Context: an optimization exercise on an open-source flow, tuned for small area, a short achievable clock period and few clock cycles. The choices shown serve that exercise and are no tape-out recipe.
The RTL was checked by simulation tests, not by an equivalence proof against the original design.
No activity file was given, so power comes from the tool's default toggle rates.

main:
==> flow/design.v (excerpt) <==
module can_codec (
    input  wire        clk,
    input  wire        rst,           
    input  wire        cmd_valid,
    input  wire [63:0] cmd_word,
    output wire        cmd_ready,
    input  wire        rx_load,
    input  wire [31:0] rx_id,
    input  wire [7:0]  rx_len,
    input  wire [63:0] rx_data,       
    output wire [7:0]  proto,
    output reg         txv,
    output wire [31:0] txf_id,
    output wire [7:0]  txf_len,
    output wire [63:0] txf_data,
    output reg  [31:0] rxf_id,
    output reg  [7:0]  rxf_len,
    output reg  [63:0] rxf_data,
    output wire [7:0]  meas_addr,
    output wire [31:0] meas_v,
    output wire [31:0] meas_i,
    output wire [31:0] meas_t,
    output wire [31:0] meas_s,
    output wire [31:0] meas_c,
    output wire [7:0]  meas_p,
    output wire [7:0]  status
);
    localparam [3:0] ST_IDLE = 4'h0, ST_FRAME = 4'h1, ST_UNSUPPORTED = 4'h2,
                     ST_SELECT_OK = 4'h3, ST_SELECT_REJ = 4'h4, ST_OK = 4'h5,
                     ST_UNKNOWN = 4'h6, ST_INVALID = 4'h7, ST_ILLEGAL = 4'h8;
    localparam integer STEPS = 7;     
    function [7:0] dstep125;    
        input [7:0] t;
  ...
Size: about 290 flip-flops, ~570 I/O pins.
clock: 14.0 ns
lec_check: 0
abc_area: 1
cap_margin: 20
core_margin: 2
core_utilization: 40
slew_margin: 20
synth_hierarchical: 1
standard.sh (not shown) runs the stock make flow with config.mk's settings and CLKGATE_MAP_FILE= SYNTH_SCRIPT=/design/flow/synth_recipe.tcl, a recipe that flattens the netlist after the stock synthesis.
==> flow/flow/run.sh <==
#!/bin/bash
# The standard layout (standard.sh), with two changes to how it is made:
# timing repair aims well below the 14 ns clock (the clock period and the
# constraints stay the design's; only the repair target moves), and the
# port buffers are the smallest buffer cell.
set -euo pipefail
bash standard.sh SETUP_SLACK_MARGIN=8.0 TNS_END_PERCENT=100 \
    'BUFFER_PORTS_ARGS=-buffer_cell sky130_fd_sc_hd__buf_1' finish > standard_finish.log 2>&1
main closes out successfully: all stages finished, all timing, DRC and antenna checks passed.
Testbench counts of main, summed over its fixed seeds: cycles 20,831.
Input changes introduced in the feature branch (baseline for comparison: main):
--- a/flow/design.v
+++ b/flow/design.v
@@ -1864,45 +1864,46 @@
             4'h9:       e_body = 32'h0000_0001;
             4'hA:       e_body = 32'h0000_0002;
             4'hC:       e_body = proto_b ? 32'h55 : 32'h01;
             4'hD:       e_body = proto_b ? 32'hAA : 32'h00;
             default:    e_body = 32'd0;
         endcase
     end
     wire        a_m1000 = !proto_b && (op[3:0] == 4'h7);
     wire [7:0]  a_exp   = value[30:23];
     wire [23:0] a_mt    = {1'b1, value[22:0]};
     wire        a_hi    = a_m1000 ? (a_mt >= 24'd8589935) : (a_mt >= 24'd10737419);
     wire [7:0]  a_rs0   = (a_m1000 ? 8'd148 : 8'd151) - a_exp;
-    wire        a_v     = !value[31] && (a_m1000 ? (a_exp >= 8'd114 && a_exp <= 8'd148)
-                                                 : (a_exp >= 8'd117 && a_exp <= 8'd151));
-    wire [31:0] a_body  = {a_v, a_rs0[5:0], 2'b00, value[22:0]};
+    wire [7:0]  a_rs1   = (a_m1000 ? 8'd147 : 8'd150) - a_exp;
+    wire        a_ok0   = a_m1000 ? (a_exp >= 8'd115 && a_exp <= 8'd148) : (a_exp >= 8'd118 && a_exp <= 8'd151);
+    wire        a_ok1   = a_m1000 ? (a_exp >= 8'd114 && a_exp <= 8'd147) : (a_exp >= 8'd117 && a_exp <= 8'd150);
+    wire [5:0]  a_rs    = a_hi ? a_rs1[5:0] : a_rs0[5:0];
+    wire        a_ok    = !value[31] && (a_hi ? a_ok1 : a_ok0);
+    wire [31:0] a_body  = {a_ok, a_rs[5:0], 2'b00, value[22:0]};
     wire        m1000  = !tx_p && (tx_k == 4'd5);   
     wire [34:0] v_m    = {11'd0, 1'b1, tx_body[22:0]};
     wire [34:0] sp_a   = v_m << 10;
     wire [34:0] sp_b   = m1000 ? ~(v_m << 4) : ~(v_m << 8);
     wire [34:0] sp_c   = m1000 ? ~(v_m << 3) : (v_m << 5);
     wire [34:0] sp_k   = (m1000 ? 35'd2 : 35'd1) + (sp_hi ? 35'd512 : 35'd256);
     wire [34:0] sp_s1  = sp_a ^ sp_b ^ sp_c;
     wire [34:0] sp_c1  = {(sp_a[33:0] & sp_b[33:0]) | (sp_a[33:0] & sp_c[33:0]) |
                           (sp_b[33:0] & sp_c[33:0]), 1'b0};
     wire [34:0] sp_s2  = sp_s1 ^ sp_c1 ^ sp_k;
     wire [34:0] sp_c2  = {(sp_s1[33:0] & sp_c1[33:0]) | (sp_s1[33:0] & sp_k[33:0]) |
                           (sp_c1[33:0] & sp_k[33:0]), 1'b0};
     wire [34:0] sp     = sp_s2 + sp_c2;
     wire        sp_tie = sp_hi ? (sp[9:0] == 10'd0) : (sp[8:0] == 9'd0);
     wire [24:0] sp_mr  = sp_hi ? {sp[34:11], sp[10] & !sp_tie} : {sp[33:10], sp[9] & !sp_tie};
-    wire [5:0]  sp_r1  = tx_body[30:25] - {5'd0, sp_hi};
-    wire        sp_k1  = tx_body[31] && (sp_hi ? (tx_body[30:25] != 6'd0) : (tx_body[30:25] <= 6'd33));
-    wire [31:0] sp_h1  = {sp_k1, sp_r1, sp_mr};
+    wire [31:0] sp_h1  = {tx_body[31:25], sp_mr};
     wire        sp_ov  = tx_body[24];
     wire [5:0]  sp_rs  = tx_body[30:25];
     wire [31:0] sp_x   = sp_ov ? 32'h8000_0000 : {2'b01, tx_body[22:0], 7'd0};
     wire        sp_v   = tx_body[31] && !sp_rs[5] && !(sp_ov && sp_rs == 6'd0);
     wire        d_match = proto_b ? ((rxf_id & 32'h9FFC_0000) == 32'h8180_0000)
                                   : ((rxf_id & 32'h9FE0_0000) == 32'h8240_0000);
     wire        d_valid = d_match && (rxf_len == 8'd8);
     wire [6:0]  d_addr  = proto_b ? rxf_id[17:11] : rxf_id[20:14];
     wire [7:0]  ca = rxf_data[55:48];
     wire [15:0] cb = rxf_data[47:32];
     wire f_v = proto_b ? (cb == 16'h0101) : (ca == 8'h62);
     wire f_i = proto_b ? (cb == 16'h0102) : (ca == 8'h30);
Notes after the runs:
- The feature branch was carried through to the last stage, and its layout satisfied the timing, design-rule and antenna checks.
- main completed end to end with timing, DRC and antenna clean.
- main reports its cell with the largest stage delay on the worst path as sky130_fd_sc_hd__fa_1 while the feature branch reports sky130_fd_sc_hd__nand3_2.
- Changes observed in the feature branch relative to main: count of cell types in the netlist up 3; met2 routed wirelength down 1.7%.
- Critical path class = in2reg: the feature branch; critical path class = reg2reg: main
- Final design area excluding fillers (the feature branch vs. main) decreases slightly
- The feature branch vs. main: clock-cell share of area about even, combinational power share rose 0.2 points, sequential power about even.
- For the feature branch, the critical path startpoint was cmd_word[5], unlike main, where it was s_ph[0].
Testbench counts of the feature branch, summed over its fixed seeds: cycles 20,831.

## afterwards: timing with drivers on the ports
No port has a modelled driver above. Below, the same layouts with a new extraction and two added sets of constraints.
Step 1 sets driving cells, clkbuf_16 on the clock port and buf_2 on the other inputs (assumed; they add their load-dependent delay and slew).
Step 2, shift: input delay + t, output delay - t, t = (earliest + latest rising clock arrival at the registers) / 2. This alone moves slack from input paths to output paths.
Three values: ideal ports, drivers, drivers and shift; two values: the first two.
run | shift t [ns] | setup WS [ns] | hold slack, ns | clock arrival spread, ns
main | 0.625 | 8.331 / 8.331 / 7.766 | 0.466 / 0.466 / 0.466 | 0.034 / 0.035
the feature branch | 0.602 | 8.270 / 8.294 / 7.692 | 0.442 / 0.442 / 0.442 | 0.021 / 0.020
After both steps setup and hold are still met in every run listed. The setup slack of the feature branch, which loses most, moves by +0.024 ns with the drivers and by -0.578 ns with both steps.
